This is an optimization exercise on Yosys and OpenROAD, whose aim is small area, a short achievable clock period and few clock cycles, not a production implementation.
Function was checked by simulation only, so behaviour that the tests miss may differ from the original.
Power is estimated from default activity; no workload was simulated.

Setup of 01-18:
==> flow/design.v (excerpt) <==
module mwfc (
    input             clk,
    input             rst,         
    input             bus_valid,
    input             bus_write,
    input      [7:0]  bus_addr,    
    input      [1:0]  bus_size,    
    input      [31:0] bus_wdata,
    output            bus_ready,
    output reg [31:0] bus_rdata,
    output            bus_err
);
    localparam [7:0] OPC_SET_CLOCK       = 8'hE0;
    localparam [7:0] OPC_SET_VIBRATION   = 8'hE1;
    localparam [7:0] OPC_SET_FULLSCREEN  = 8'hE2;
    localparam [7:0] OPC_UPDATE_DISPLAY  = 8'hE3;
    localparam [7:0] OPC_SET_BACKLIGHT   = 8'hE4;
    localparam [7:0] OPC_SET_WIDGET_LIST = 8'hE5;
    localparam [7:0] OPC_CLEAR_SCREEN    = 8'hE6;
    localparam [7:0] OPC_GET_BATTERY     = 8'hE7;
    localparam [7:0] OPC_RESET_DEVICE    = 8'hE8;
    localparam [7:0] IDLE_MODE           = 8'h00;
    localparam [7:0] C_CRC_START   = 8'h01;
    localparam [7:0] C_CRC_FEED    = 8'h02;
    localparam [7:0] C_CRC_FINAL   = 8'h03;
    localparam [7:0] C_CRC_SPAN    = 8'h04;
    localparam [7:0] C_FINALIZE    = 8'h08;
    localparam [7:0] C_PARSE_BATT  = 8'h20;
    localparam [3:0] E_OK        = 4'd0;
  ...
Size: about 860 flip-flops, roughly 80 I/O pins, about 54,000 sq um of cells after synthesis.
Settings: LEC_CHECK=0, CAP_MARGIN=20, CORE_MARGIN=2, CORE_UTILIZATION=40, CTS_CLUSTER_DIAMETER=80, CTS_CLUSTER_SIZE=20, PLACE_DENSITY=0.55, SETUP_SLACK_MARGIN=3.5, SLEW_MARGIN=20; clock period 10.0 ns.
run.sh (not shown) runs the stock make flow with config.mk's settings and CLKGATE_MAP_FILE= SYNTH_SCRIPT=/design/flow/synth_recipe.tcl, a recipe that flattens the netlist after the stock synthesis.
01-18 completed; timing, DRC and antenna clean
Testbench counts of 01-18, summed over its fixed seeds: cycles 27,654.
The following lists how 09-02 was set up differently from 01-18:
Settings: changing SETUP_SLACK_MARGIN from 3.5 to 4.0; changing PLACE_DENSITY from 0.55 to 0.6; changing CAP_MARGIN from 20 to 30; changing CTS_CLUSTER_SIZE from 20 to 22; changing SLEW_MARGIN from 20 to 30; changing CTS_CLUSTER_DIAMETER from 80 to 90.
==> run notes <==
The final report for 09-02 shows a completed flow and a layout that fails verification, specifically capacitance limit, slew limit.
Compared with 01-18, in 09-02 average vias per placed instance rose by 0.17; clock buffer count fell by 13.
Highest attainable clock frequency was higher in 09-02 than in 01-18.
In 09-02 the length of the first detailed-routing pass in iterations turned out 1 higher than in 01-18.
Comparing 09-02 and 01-18, the lower wire length the detailed router placed on met1 was measured on 01-18.
Between 09-02 and 01-18, setup slack on the worst flop-to-flop path is lower for 01-18, 09-02 comes in above that.
Between 09-02 and 01-18, it is 09-02 whose power is higher, by about 13%.
On share of final layout cell area taken by non-clock buffers: between 09-02 and 01-18, it ends up higher for 09-02.
Hold slack (lower): 01-18
01-18 → 09-02: critical-path maximum fanout moved up, number of pins with negative max-slew slack in the final report higher.

========
Another version of the RTL of mwfc (not shown whole).
For scale: about 5100 cells after synthesis, roughly 80 I/O pins, about 53000 um^2 of cells after synthesis.
==> flow/config.mk <==
export PLATFORM = sky130hd
export DESIGN_NAME = mwfc
export DESIGN_NICKNAME = mwfc
export VERILOG_FILES = /design/flow/design.v
export SDC_FILE = /design/flow/constraint.sdc
export NUM_CORES = 4
export LEC_CHECK = 0
export CAP_MARGIN = 40
export CORE_MARGIN = 2
export CORE_UTILIZATION = 40
export CTS_CLUSTER_DIAMETER = 80
export CTS_CLUSTER_SIZE = 20
export PLACE_DENSITY = 0.55
export SETUP_SLACK_MARGIN = 4.0
export SLEW_MARGIN = 40
==> flow/constraint.sdc <==
create_clock -name core_clock -period 10.0 [get_ports {clk}]
set_input_delay 2.0000 -clock core_clock [delete_from_list [all_inputs] [get_ports {clk}]]
set_output_delay 2.0000 -clock core_clock [all_outputs]
set_load 0.01 [all_outputs]
Testbench counts at the start, summed over its fixed seeds: cycles 28,737.
Change:
CTS_CLUSTER_DIAMETER = 100   (was 80)
CTS_CLUSTER_SIZE = 25   (was 20)
PLACE_DENSITY = 0.6   (was 0.55)
=>
- The new run passed the timing, DRC and antenna checks
- design area came out lower by 1.6%
- hold slack loses 54 ps
- core utilization came out lower by 0.80 points
- power came out lower by 2.2%
- final cell count came out lower by 1.1%
- synthesized cell count does not change
- flip-flop and latch count stays the same
- setup slack loses 38 ps
- routed wire length came out lower by 1.4%
Change:
CAP_MARGIN = 30   (was 40)
SLEW_MARGIN = 30   (was 40)
Result:
- The new run produced a clean layout
- wire length hardly moves
- register-to-register slack is worse by 150 ps
- cell area drops by 1.4%
- final cell count drops by 0.51%
- synthesized area stays the same
- hold slack is about the same
- setup slack is worse by 46 ps
- global-route usage climbs by 0.43 points
- clock skew climbs by 13 ps
- via count drops by 0.95%

## port drivers added, routing unchanged
How much do the figures lean on ideal ports? The routed layouts below were timed once more, with nothing changed but the port constraints. Step 1: set_driving_cell puts a clkbuf_16 on clk and a buf_2 on each other input, an assumption about the parent block. Step 2 times the ports against the registers' clock, not the clock port: input delays grow and output delays shrink by t, the midpoint of the rising clock arrivals with the driver on. a / b / c = ideal ports / drivers / drivers and shift; a / b = the first two.
run	t, ns	slack for setup (ns)	worst setup path at the end	slew at the worst register clock pin (ns)	pins driven straight from the clock port
01-18	0.799	3.193 / 3.159 / 2.993	input to register	0.10 / 0.10	1
09-02	0.856	3.349 / 3.277 / 3.130	input to register	0.12 / 0.12	1
the first run of note 2	0.799	3.535 / 3.484 / 3.195	input to register	0.10 / 0.10	1
the second run of note 2	0.802	3.496 / 3.428 / 3.209	input to register	0.12 / 0.12	1
the third run of note 2	0.795	3.450 / 3.397 / 3.228	input to register	0.12 / 0.12	1
The setup slack of the first run of note 2, which loses most, moves by -0.051 ns with the drivers and by -0.340 ns with both steps.
